From an optimization exercise on the open Yosys and OpenROAD flow, aimed at small area, a short achievable clock period and few clock cycles per item; shortcuts taken in it are not production practice. At most, simulation tests tie the RTL to the original design; equivalence was not proved.

// vrm_alu
module vrm_alu (
    input  wire        clk,
    input  wire        rst,         
    input  wire        in_valid,
    output wire        in_ready,
    input  wire [2:0]  op,          
    input  wire [39:0] tmp,         
    input  wire [39:0] mem,         
    output reg         out_valid,
    output reg  [39:0] res,         
    output reg  [1:0]  status,      
    output reg  [1:0]  cmp          
);
Settings: LEC_CHECK=0, ABC_AREA=1, CAP_MARGIN=20, CORE_MARGIN=2, CORE_UTILIZATION=40, CTS_BUF_LIST=sky130_fd_sc_hd__clkbuf_8, SLEW_MARGIN=20; clock period 12.0 ns.
standard.sh (not shown) runs the stock make flow with config.mk's settings and CLKGATE_MAP_FILE= SYNTH_SCRIPT=/design/flow/synth_recipe.tcl, a recipe that flattens the netlist after the stock synthesis.
==> flow/flow/run.sh <==
#!/bin/bash
set -euo pipefail
bash standard.sh SETUP_SLACK_MARGIN=6 "BUFFER_PORTS_ARGS=-buffer_cell sky130_fd_sc_hd__buf_2" finish > standard_make.log 2>&1
The first run went through all stages and came out clean.
Edit:
--- a/flow/design.v
+++ b/flow/design.v
@@ -74,18 +74,12 @@
         weave = {h[19:16], n[19:16], h[15:12], n[15:12], h[11:8], n[11:8],
                  h[7:4], n[7:4], h[3:0], n[3:0]};
     endfunction
     function [39:0] ascii(input [19:0] n);
         ascii = weave(20'h33333, n);
     endfunction
-    function lead_lt4(input [19:0] n);
-        lead_lt4 = (n[19:16] != 0) ? ~(n[19] | n[18]) :
-                   (n[15:12] != 0) ? ~(n[15] | n[14]) :
-                   (n[11:8]  != 0) ? ~(n[11] | n[10]) :
-                   (n[7:4]   != 0) ? ~(n[7]  | n[6])  : ~(n[3] | n[2]);
-    endfunction
     function [2:0] lzd(input [19:0] n);
         lzd = (n[19:16] != 0) ? 3'd0 :
               (n[15:12] != 0) ? 3'd1 :
               (n[11:8]  != 0) ? 3'd2 :
               (n[7:4]   != 0) ? 3'd3 :
               (n[3:0]   != 0) ? 3'd4 : 3'd5;
@@ -210,23 +204,22 @@
     wire [23:0] eb  = (state == S_A) ? x4 : x1;      
     wire [20:0] ua, ub;
     vrm_bcd_as u_ua (.p(q), .e(ea), .sub(sub_r), .r(ua));
     vrm_bcd_as u_ub (.p(q), .e(eb), .sub(sub_r), .r(ub));
     wire [3:0]  dig = (pos == 3'd0) ? th[3:0]   : (pos == 3'd1) ? th[7:4] :
                       (pos == 3'd2) ? th[11:8]  : (pos == 3'd3) ? th[15:12] : th[19:16];
-    wire        restart = first & sub_r & (state == S_B) & ge24({4'd0, q}, x4);
-    wire        ta  = (state == S_C) | restart ? 1'b0 :
+    wire        ta  = (state == S_C) ? 1'b0 :
                       sub_r ? ~ua[20] : ((state == S_A) ? dig[3] : dig[1]);
-    wire        tb  = restart ? 1'b0 : sub_r ? ~ub[20] :
+    wire        tb  = sub_r ? ~ub[20] :
                       ((state == S_A) ? dig[2] : (state == S_B) ? dig[0] : 1'b1);
     wire [19:0] sel = ta ? ua[19:0] : tb ? ub[19:0] : q;
     wire        sel_ovf = is_mul & ((ta & ua[20]) | (~ta & tb & ub[20]));
     wire        need_c = (state == S_B) & ta & (sub_r | dig[0]);
     wire        q_lt_x  = ~ge24({4'd0, q}, x1);
     wire        a_end   = (state == S_A) & (sub_r ? q_lt_x : ~(dig[1] | dig[0]));
-    wire        pos_end = (state == S_C) | ((state == S_B) & ~need_c & ~restart) | a_end;
+    wire        pos_end = (state == S_C) | ((state == S_B) & ~need_c) | a_end;
     wire [3:0]  dig_nx = (pos == 3'd1) ? th[3:0]  : (pos == 3'd2) ? th[7:4] :
                          (pos == 3'd3) ? th[11:8] : th[15:12];
     wire        nx_b   = ~sub_r & ~(dig_nx[3] | dig_nx[2]);
     wire        done    = pos_end & (pos == 3'd0);
     wire [19:0] qd_old = first ? 20'd0 : lo_nibs(res);
     wire [19:0] qd_new = (state == S_A) ? {qd_old[15:0], ta, ~ta & tb, 2'b00} :
@@ -269,13 +262,13 @@
             sub_r <= (op != OP_AD) & (op != OP_ML);
             is_dv <= (op == OP_DV);
             swap  <= swap_in;
             first <= 1'b1;
             ovf   <= 1'b0;
         end else begin
-            first <= restart;
+            first <= 1'b0;
             ovf   <= ovf_all;
             q     <= (pos_end & ~sub_r) ? {sel[15:0], 4'd0} : sel;
             if (pos_end) begin
                 pos <= pos - 3'd1;
                 if (sub_r) x <= {4'd0, x[19:4]};
             end
@@ -285,17 +278,16 @@
             v1        <= 1'b0;
             out_valid <= 1'b0;
         end else begin
             out_valid <= v1 | (iter & done);
             v1        <= accept & ~go_iter;
             if (accept)
-                state <= go_iter ? ((is_divop | (swap_in ? lead_lt4(an) : lead_lt4(bn))) ? S_B : S_A)
-                                 : S_IDLE;
+                state <= go_iter ? S_A : S_IDLE;
             else if (!iter | done)
                 state <= S_IDLE;
-            else if (pos_end | restart)
+            else if (pos_end)
                 state <= nx_b ? S_B : S_A;
             else
                 state <= (state == S_A) ? S_B : S_C;
         end
     end
 endmodule
Outcome: The new run completed without violations. Sequential cell count is unchanged. Routed wire length drops by a few percent. Worst hold slack got worse by 0.013 ns. Global-route usage climbs by 1.6 points. Via count drops by a few percent. Count of clock-buffer cells in the layout climbs by 1. Synthesized area drops by a few percent.
Testbench counts after the change, summed over its fixed seeds: cycles 8,499, ops 4,800.
Function not checked in the first run of this note: the RTL went through the layout flow alone.


vrm_alu, a different RTL version from the one above (not shown whole).
Size: roughly 2300 cells after synthesis, ~120 flip-flops, ~130 I/O pins, roughly 15000 um^2 of cells after synthesis.
Settings: LEC_CHECK=0, ABC_AREA=1, CAP_MARGIN=20, CORE_MARGIN=2, CORE_UTILIZATION=40, SLEW_MARGIN=20; clock period 12.0 ns.
Scripts as last shown in full above: flow/flow/run.sh
Edit:
--- a/flow/design.v
+++ b/flow/design.v
@@ -209,35 +209,39 @@
     wire [23:0] ea  = (state == S_A) ? x8 : x2;
     wire [23:0] eb  = (state == S_A) ? x4 : x1;      
     wire [20:0] ua, ub;
     vrm_bcd_as u_ua (.p(q), .e(ea), .sub(sub_r), .r(ua));
     vrm_bcd_as u_ub (.p(q), .e(eb), .sub(sub_r), .r(ub));
     wire [3:0]  dig = (pos == 3'd0) ? th[3:0]   : (pos == 3'd1) ? th[7:4] :
                       (pos == 3'd2) ? th[11:8]  : (pos == 3'd3) ? th[15:12] : th[19:16];
-    wire        restart = first & sub_r & (state == S_B) & ge24({4'd0, q}, x4);
+    wire        ge1 = ge24({4'd0, q}, x1);
+    wire        ge2 = ge24({4'd0, q}, x2);
+    wire        ge4 = ge24({4'd0, q}, x4);
+    wire        ge8 = ge24({4'd0, q}, x8);
+    wire        restart = first & sub_r & (state == S_B) & ge4;
     wire        ta  = (state == S_C) | restart ? 1'b0 :
-                      sub_r ? ~ua[20] : ((state == S_A) ? dig[3] : dig[1]);
-    wire        tb  = restart ? 1'b0 : sub_r ? ~ub[20] :
-                      ((state == S_A) ? dig[2] : (state == S_B) ? dig[0] : 1'b1);
+                      (state == S_A) ? (sub_r ? ge8 : dig[3]) : (sub_r ? ge2 : dig[1]);
+    wire        tb  = restart ? 1'b0 :
+                      (state == S_A) ? (sub_r ? ge4 : dig[2]) : (sub_r ? ge1 : (state == S_B) ? dig[0] : 1'b1);
     wire [19:0] sel = ta ? ua[19:0] : tb ? ub[19:0] : q;
     wire        sel_ovf = is_mul & ((ta & ua[20]) | (~ta & tb & ub[20]));
     wire        need_c = (state == S_B) & ta & (sub_r | dig[0]);
-    wire        q_lt_x  = ~ge24({4'd0, q}, x1);
+    wire        q_lt_x  = ~ge1;
     wire        a_end   = (state == S_A) & (sub_r ? q_lt_x : ~(dig[1] | dig[0]));
     wire        pos_end = (state == S_C) | ((state == S_B) & ~need_c & ~restart) | a_end;
     wire [3:0]  dig_nx = (pos == 3'd1) ? th[3:0]  : (pos == 3'd2) ? th[7:4] :
                          (pos == 3'd3) ? th[11:8] : th[15:12];
     wire        nx_b   = ~sub_r & ~(dig_nx[3] | dig_nx[2]);
     wire        done    = pos_end & (pos == 3'd0);
     wire [19:0] qd_old = first ? 20'd0 : lo_nibs(res);
     wire [19:0] qd_new = (state == S_A) ? {qd_old[15:0], ta, ~ta & tb, 2'b00} :
                          (state == S_B) ? {qd_old[19:2], ta, ~ta & tb} :
                                           {qd_old[19:1], tb};
     wire        ovf_all = ovf | sel_ovf | (pos_end & (pos != 3'd0) & (sel[19:16] != 4'd0));
-    wire        q_lt_2x = ~ge24({4'd0, q}, x2);
+    wire        q_lt_2x = ~ge2;
     assign in_ready = (state == S_IDLE) |
                       ((pos == 3'd0) & ((state == S_C) |
                                         ((state == S_B) & (sub_r ? q_lt_2x : ~(dig[1] & dig[0]))) |
                                         ((state == S_A) & (sub_r ? q_lt_x  : ~(dig[1] | dig[0])))));
     wire accept = in_valid & in_ready;
     reg [39:0] res1;
     reg [1:0]  st1;
Result:
- The changed run finished clean
- utilization came out lower by 0.63 points
- fmax increases by 3.9%
- via count goes up by 3.2%
- first-iteration DRC count grows by 0.94%
- setup slack improved by 0.23 ns
- cell count goes up by 2.8%
- die area climbs by 2.8%
No functional check of the RTL was part of any run of this note.


== maple ==
Another version of the RTL of vrm_alu (not shown whole).
Size: roughly 2,200 cells after synthesis, about 120 flip-flops, about 130 I/O pins.
Settings: LEC_CHECK=0, ABC_AREA=1, CAP_MARGIN=20, CORE_MARGIN=2, CORE_UTILIZATION=40, SLEW_MARGIN=20; clock period 12.0 ns.
Scripts as last shown in full above: flow/flow/run.sh
#### Input delta (fjord over maple)
--- a/flow/design.v
+++ b/flow/design.v
@@ -71,18 +71,24 @@
         hi_nibs = {w[39:36], w[31:28], w[23:20], w[15:12], w[7:4]};
     endfunction
     function [39:0] weave(input [19:0] h, input [19:0] n);
         weave = {h[19:16], n[19:16], h[15:12], n[15:12], h[11:8], n[11:8],
                  h[7:4], n[7:4], h[3:0], n[3:0]};
     endfunction
     function [39:0] ascii(input [19:0] n);
         ascii = weave(20'h33333, n);
     endfunction
+    function lead_lt4(input [19:0] n);
+        lead_lt4 = (n[19:16] != 0) ? ~(n[19] | n[18]) :
+                   (n[15:12] != 0) ? ~(n[15] | n[14]) :
+                   (n[11:8]  != 0) ? ~(n[11] | n[10]) :
+                   (n[7:4]   != 0) ? ~(n[7]  | n[6])  : ~(n[3] | n[2]);
+    endfunction
     function [2:0] lzd(input [19:0] n);
         lzd = (n[19:16] != 0) ? 3'd0 :
               (n[15:12] != 0) ? 3'd1 :
               (n[11:8]  != 0) ? 3'd2 :
               (n[7:4]   != 0) ? 3'd3 :
               (n[3:0]   != 0) ? 3'd4 : 3'd5;
     endfunction
     function [19:0] dshl(input [19:0] n, input [2:0] k);
         case (k)
@@ -202,42 +208,47 @@
     vrm_bcd_dbl u_d4 (.x(x2), .y(x4));
     vrm_bcd_dbl u_d8 (.x(x4), .y(x8));
     wire [23:0] ea  = (state == S_A) ? x8 : x2;
     wire [23:0] eb  = (state == S_A) ? x4 : x1;      
     wire [20:0] ua, ub;
     vrm_bcd_as u_ua (.p(q), .e(ea), .sub(sub_r), .r(ua));
     vrm_bcd_as u_ub (.p(q), .e(eb), .sub(sub_r), .r(ub));
     wire [3:0]  dig = (pos == 3'd0) ? th[3:0]   : (pos == 3'd1) ? th[7:4] :
                       (pos == 3'd2) ? th[11:8]  : (pos == 3'd3) ? th[15:12] : th[19:16];
-    wire        restart = first & sub_r & (state == S_B) & ge24({4'd0, q}, x4);
+    wire        ge1 = ge24({4'd0, q}, x1);
+    wire        ge2 = ge24({4'd0, q}, x2);
+    wire        ge4 = ge24({4'd0, q}, x4);
+    wire        ge8 = ge24({4'd0, q}, x8);
+    wire        restart = first & sub_r & (state == S_B) & ge4;
     wire        ta  = (state == S_C) | restart ? 1'b0 :
-                      sub_r ? ~ua[20] : ((state == S_A) ? dig[3] : dig[1]);
-    wire        tb  = restart ? 1'b0 : sub_r ? ~ub[20] :
-                      ((state == S_A) ? dig[2] : (state == S_B) ? dig[0] : 1'b1);
+                      (state == S_A) ? (sub_r ? ge8 : dig[3]) : (sub_r ? ge2 : dig[1]);
+    wire        tb  = restart ? 1'b0 :
+                      (state == S_A) ? (sub_r ? ge4 : dig[2]) : (sub_r ? ge1 : (state == S_B) ? dig[0] : 1'b1);
     wire [19:0] sel = ta ? ua[19:0] : tb ? ub[19:0] : q;
     wire        sel_ovf = is_mul & ((ta & ua[20]) | (~ta & tb & ub[20]));
     wire        need_c = (state == S_B) & ta & (sub_r | dig[0]);
-    wire        q_lt_x  = ~ge24({4'd0, q}, x1);
+    wire        q_lt_x  = ~ge1;
     wire        a_end   = (state == S_A) & (sub_r ? q_lt_x : ~(dig[1] | dig[0]));
     wire        pos_end = (state == S_C) | ((state == S_B) & ~need_c & ~restart) | a_end;
     wire [3:0]  dig_nx = (pos == 3'd1) ? th[3:0]  : (pos == 3'd2) ? th[7:4] :
                          (pos == 3'd3) ? th[11:8] : th[15:12];
     wire        nx_b   = ~sub_r & ~(dig_nx[3] | dig_nx[2]);
     wire        done    = pos_end & (pos == 3'd0);
     wire [19:0] qd_old = first ? 20'd0 : lo_nibs(res);
     wire [19:0] qd_new = (state == S_A) ? {qd_old[15:0], ta, ~ta & tb, 2'b00} :
                          (state == S_B) ? {qd_old[19:2], ta, ~ta & tb} :
                                           {qd_old[19:1], tb};
     wire        ovf_all = ovf | sel_ovf | (pos_end & (pos != 3'd0) & (sel[19:16] != 4'd0));
+    wire        q_lt_2x = ~ge2;
     assign in_ready = (state == S_IDLE) |
                       ((pos == 3'd0) & ((state == S_C) |
-                                        ((state == S_B) & ~sub_r & ~(dig[1] & dig[0])) |
-                                        ((state == S_A) & ~sub_r & ~(dig[1] | dig[0]))));
+                                        ((state == S_B) & (sub_r ? q_lt_2x : ~(dig[1] & dig[0]))) |
+                                        ((state == S_A) & (sub_r ? q_lt_x  : ~(dig[1] | dig[0])))));
     wire accept = in_valid & in_ready;
     reg [39:0] res1;
     reg [1:0]  st1;
     always @(*) begin
         case (kind)
             K_ZERO: begin res1 = ascii(20'd0); st1 = ST_OK; end
             K_MLOV: begin res1 = ml_tmp; st1 = ST_OVF; end
             K_ADD: begin
                 res1 = ub[20] ? weave(th, q) : ascii(ub[19:0]);
@@ -279,19 +290,20 @@
         end
         if (rst) begin
             state     <= S_IDLE;
             v1        <= 1'b0;
             out_valid <= 1'b0;
         end else begin
             out_valid <= v1 | (iter & done);
             v1        <= accept & ~go_iter;
             if (accept)
-                state <= go_iter ? (is_divop ? S_B : S_A) : S_IDLE;
+                state <= go_iter ? ((is_divop | (swap_in ? lead_lt4(an) : lead_lt4(bn))) ? S_B : S_A)
+                                 : S_IDLE;
             else if (!iter | done)
                 state <= S_IDLE;
             else if (pos_end | restart)
                 state <= nx_b ? S_B : S_A;
             else
                 state <= (state == S_A) ? S_B : S_C;
         end
     end
 endmodule
Notes after the runs:
From maple to fjord the numbers moved as follows: normalized max-slew margin down 19 points; largest driver fanout on the critical path down 2. Instance area at placement ended up 1100 sq um higher on fjord than on maple. Taking maple as the reference, in fjord number of signal-net inverters in the final layout picked up an extra about 3%; total routed wirelength went up; final-layout fill cell count saw an increase. In fjord, the setup slack came out 130 ps below the value in maple. Required time reported for the critical path endpoint, fjord and maple, higher one = maple. fjord against maple: met3 layer usage reported by global route picked up an extra 0.33 points, time the final worst path needs with I/O delays and setup picked up an extra 130 ps.
Function was not checked in any run of this note: the RTL went through the layout flow alone.


JK:
Another version of the RTL of vrm_alu (not shown whole).
Size: ~2400 cells after synthesis, roughly 16000 um^2 of cells after synthesis.
export LEC_CHECK = 0
export ABC_AREA = 1
export CAP_MARGIN = 20
export CORE_MARGIN = 2
export CORE_UTILIZATION = 40
export SLEW_MARGIN = 20
create_clock -name core_clock -period 12.0 [get_ports {clk}]
Scripts as last shown in full above: flow/flow/run.sh
The following lists how MS was set up differently from JK:
--- a/flow/design.v
+++ b/flow/design.v
@@ -109,21 +109,20 @@
     localparam K_MLOV = 2'd3;    
     reg [1:0]  state;
     reg        v1;               
     reg [1:0]  kind;
     reg        sub_r;            
     reg [1:0]  st_r;
     reg [1:0]  cmp_r;
     reg        is_dv;
     reg        swap;             
     reg        first;
-    reg        npos;             
     reg        ovf;
     reg [2:0]  pos;              
     reg [19:0] q;                
     reg [19:0] x;                
     reg [19:0] th;               
     wire [19:0] an = lo_nibs(tmp);
     wire [19:0] bn = lo_nibs(mem);
     wire a_num = is_digit(tmp[39:32]) & is_digit(tmp[31:24]) & is_digit(tmp[23:16]) &
                  is_digit(tmp[15:8])  & is_digit(tmp[7:0]);
     wire b_num = is_digit(mem[39:32]) & is_digit(mem[31:24]) & is_digit(mem[23:16]) &
@@ -208,46 +207,41 @@
     vrm_bcd_dbl u_d2 (.x(x1), .y(x2));
     vrm_bcd_dbl u_d4 (.x(x2), .y(x4));
     vrm_bcd_dbl u_d8 (.x(x4), .y(x8));
     wire [23:0] ea  = (state == S_A) ? x8 : x2;
     wire [23:0] eb  = (state == S_A) ? x4 : x1;      
     wire [20:0] ua, ub;
     vrm_bcd_as u_ua (.p(q), .e(ea), .sub(sub_r), .r(ua));
     vrm_bcd_as u_ub (.p(q), .e(eb), .sub(sub_r), .r(ub));
     wire [3:0]  dig = (pos == 3'd0) ? th[3:0]   : (pos == 3'd1) ? th[7:4] :
                       (pos == 3'd2) ? th[11:8]  : (pos == 3'd3) ? th[15:12] : th[19:16];
-    wire        ge1 = ge24({4'd0, q}, x1);
-    wire        ge2 = ge24({4'd0, q}, x2);
-    wire        ge4 = ge24({4'd0, q}, x4);
-    wire        ge8 = ge24({4'd0, q}, x8);
-    wire        restart = first & sub_r & (state == S_B) & ge4;
+    wire        restart = first & sub_r & (state == S_B) & ge24({4'd0, q}, x4);
     wire        ta  = (state == S_C) | restart ? 1'b0 :
-                      (state == S_A) ? (sub_r ? ge8 : dig[3]) : (sub_r ? ge2 : dig[1]);
-    wire        tb  = restart ? 1'b0 :
-                      (state == S_A) ? (sub_r ? ge4 : dig[2]) : (sub_r ? ge1 : (state == S_B) ? dig[0] : 1'b1);
+                      sub_r ? ~ua[20] : ((state == S_A) ? dig[3] : dig[1]);
+    wire        tb  = restart ? 1'b0 : sub_r ? ~ub[20] :
+                      ((state == S_A) ? dig[2] : (state == S_B) ? dig[0] : 1'b1);
     wire [19:0] sel = ta ? ua[19:0] : tb ? ub[19:0] : q;
     wire        sel_ovf = is_mul & ((ta & ua[20]) | (~ta & tb & ub[20]));
     wire        need_c = (state == S_B) & ta & (sub_r | dig[0]);
-    wire        q_lt_x  = ~ge1;
+    wire        q_lt_x  = ~ge24({4'd0, q}, x1);
     wire        a_end   = (state == S_A) & (sub_r ? q_lt_x : ~(dig[1] | dig[0]));
     wire        pos_end = (state == S_C) | ((state == S_B) & ~need_c & ~restart) | a_end;
     wire [3:0]  dig_nx = (pos == 3'd1) ? th[3:0]  : (pos == 3'd2) ? th[7:4] :
                          (pos == 3'd3) ? th[11:8] : th[15:12];
-    wire        nx_b   = sub_r ? ~ge24({4'd0, sel}, {4'd0, x4[23:4]}) : ~(dig_nx[3] | dig_nx[2]);
+    wire        nx_b   = ~sub_r & ~(dig_nx[3] | dig_nx[2]);
     wire        done    = pos_end & (pos == 3'd0);
     wire [19:0] qd_old = first ? 20'd0 : lo_nibs(res);
     wire [19:0] qd_new = (state == S_A) ? {qd_old[15:0], ta, ~ta & tb, 2'b00} :
-                         (state == S_B) ? (npos ? {qd_old[15:0], 2'b00, ta, ~ta & tb}
-                                                : {qd_old[19:2], ta, ~ta & tb}) :
+                         (state == S_B) ? {qd_old[19:2], ta, ~ta & tb} :
                                           {qd_old[19:1], tb};
     wire        ovf_all = ovf | sel_ovf | (pos_end & (pos != 3'd0) & (sel[19:16] != 4'd0));
-    wire        q_lt_2x = ~ge2;
+    wire        q_lt_2x = ~ge24({4'd0, q}, x2);
     assign in_ready = (state == S_IDLE) |
                       ((pos == 3'd0) & ((state == S_C) |
                                         ((state == S_B) & (sub_r ? q_lt_2x : ~(dig[1] & dig[0]))) |
                                         ((state == S_A) & (sub_r ? q_lt_x  : ~(dig[1] | dig[0])))));
     wire accept = in_valid & in_ready;
     reg [39:0] res1;
     reg [1:0]  st1;
     always @(*) begin
         case (kind)
             K_ZERO: begin res1 = ascii(20'd0); st1 = ST_OK; end
@@ -273,47 +267,43 @@
             x     <= x_in;
             th    <= th_in;
             pos   <= pos_in;
             kind  <= kind_in;
             st_r  <= st_in;
             cmp_r <= cmp_in;
             sub_r <= (op != OP_AD) & (op != OP_ML);
             is_dv <= (op == OP_DV);
             swap  <= swap_in;
             first <= 1'b1;
-            npos  <= 1'b1;
             ovf   <= 1'b0;
         end else begin
             first <= restart;
-            npos  <= pos_end;
             ovf   <= ovf_all;
             q     <= (pos_end & ~sub_r) ? {sel[15:0], 4'd0} : sel;
             if (pos_end) begin
                 pos <= pos - 3'd1;
                 if (sub_r) x <= {4'd0, x[19:4]};
             end
         end
         if (rst) begin
             state     <= S_IDLE;
             v1        <= 1'b0;
             out_valid <= 1'b0;
         end else begin
             out_valid <= v1 | (iter & done);
             v1        <= accept & ~go_iter;
             if (accept)
                 state <= go_iter ? ((is_divop | (swap_in ? lead_lt4(an) : lead_lt4(bn))) ? S_B : S_A)
                                  : S_IDLE;
             else if (!iter | done)
                 state <= S_IDLE;
-            else if (restart)
-                state <= S_A;
-            else if (pos_end)
+            else if (pos_end | restart)
                 state <= nx_b ? S_B : S_A;
             else
                 state <= (state == S_A) ? S_B : S_C;
         end
     end
 endmodule
 module vrm_bcd_dbl (
     input  wire [23:0] x,
     output wire [23:0] y
 );
[summary]
Synthesized cell count (MS vs. JK) decreases by a few percent
MS against JK: number of global-route vias before repair lost 1312; worst setup slack has increased.
MS: final design area excluding fillers lower than JK
Wire: MS routes less than JK
Looking at endpoint of the worst setup timing path, the in_ready result is from MS; the res[0]$_DFF_P_ one comes from JK.
In the metrics for JK and MS, the one carrying the higher area added between synthesis and finish is JK.
Testbench counts of MS, summed over its fixed seeds: cycles 7,696, ops 4,800.
For JK, only the layout was checked, not whether the RTL still works.

[port drivers added, routing unchanged]
The flow's constraints put no driver on any port. The routed layouts listed below were extracted and timed again, unchanged, in two steps. Step 1 (the two cells are an assumption about what drives the block):
set clk [get_ports {clk}]
set_driving_cell -lib_cell sky130_fd_sc_hd__clkbuf_16 $clk
set_driving_cell -lib_cell sky130_fd_sc_hd__buf_2 [delete_from_list [all_inputs] $clk]
Step 2 also shifts input and output timing later by t, the mid clock arrival at the registers, as if the neighbouring blocks saw the same clock. Slacks: no drivers / after step 1 / after step 2; pairs: no drivers / after step 1.
run | t, ns | setup slack, ns | worst setup path at the end | clock arrival spread, ns | pins driven straight from the clock port
the first run of note 1 | 0.500 | 6.074 / 6.074 / 6.002 | input to register | 0.015 / 0.016 | 1
the second run of note 1 | 0.508 | 6.164 / 6.164 / 5.957 | input to register | 0.015 / 0.016 | 1
the first run of note 2 | 0.484 | 5.932 / 5.959 / 5.475 | input to register | 0.013 / 0.013 | 1
the second run of note 2 | 0.482 | 6.159 / 6.159 / 5.725 | input to register | 0.015 / 0.015 | 1
maple | 0.482 | 6.242 / 6.242 / 5.879 | input to register | 0.015 / 0.015 | 1
fjord | 0.479 | 6.115 / 6.081 / 5.952 | input to register | 0.011 / 0.012 | 1
JK | 0.484 | 6.008 / 6.008 / 5.884 | input to register | 0.017 / 0.017 | 1
MS | 0.498 | 6.091 / 6.040 / 5.786 | input to register | 0.014 / 0.015 | 1
After both steps setup and hold are still met in every run listed. The setup slack of the first run of note 2, which loses most, moves by +0.027 ns with the drivers and by -0.457 ns with both steps.
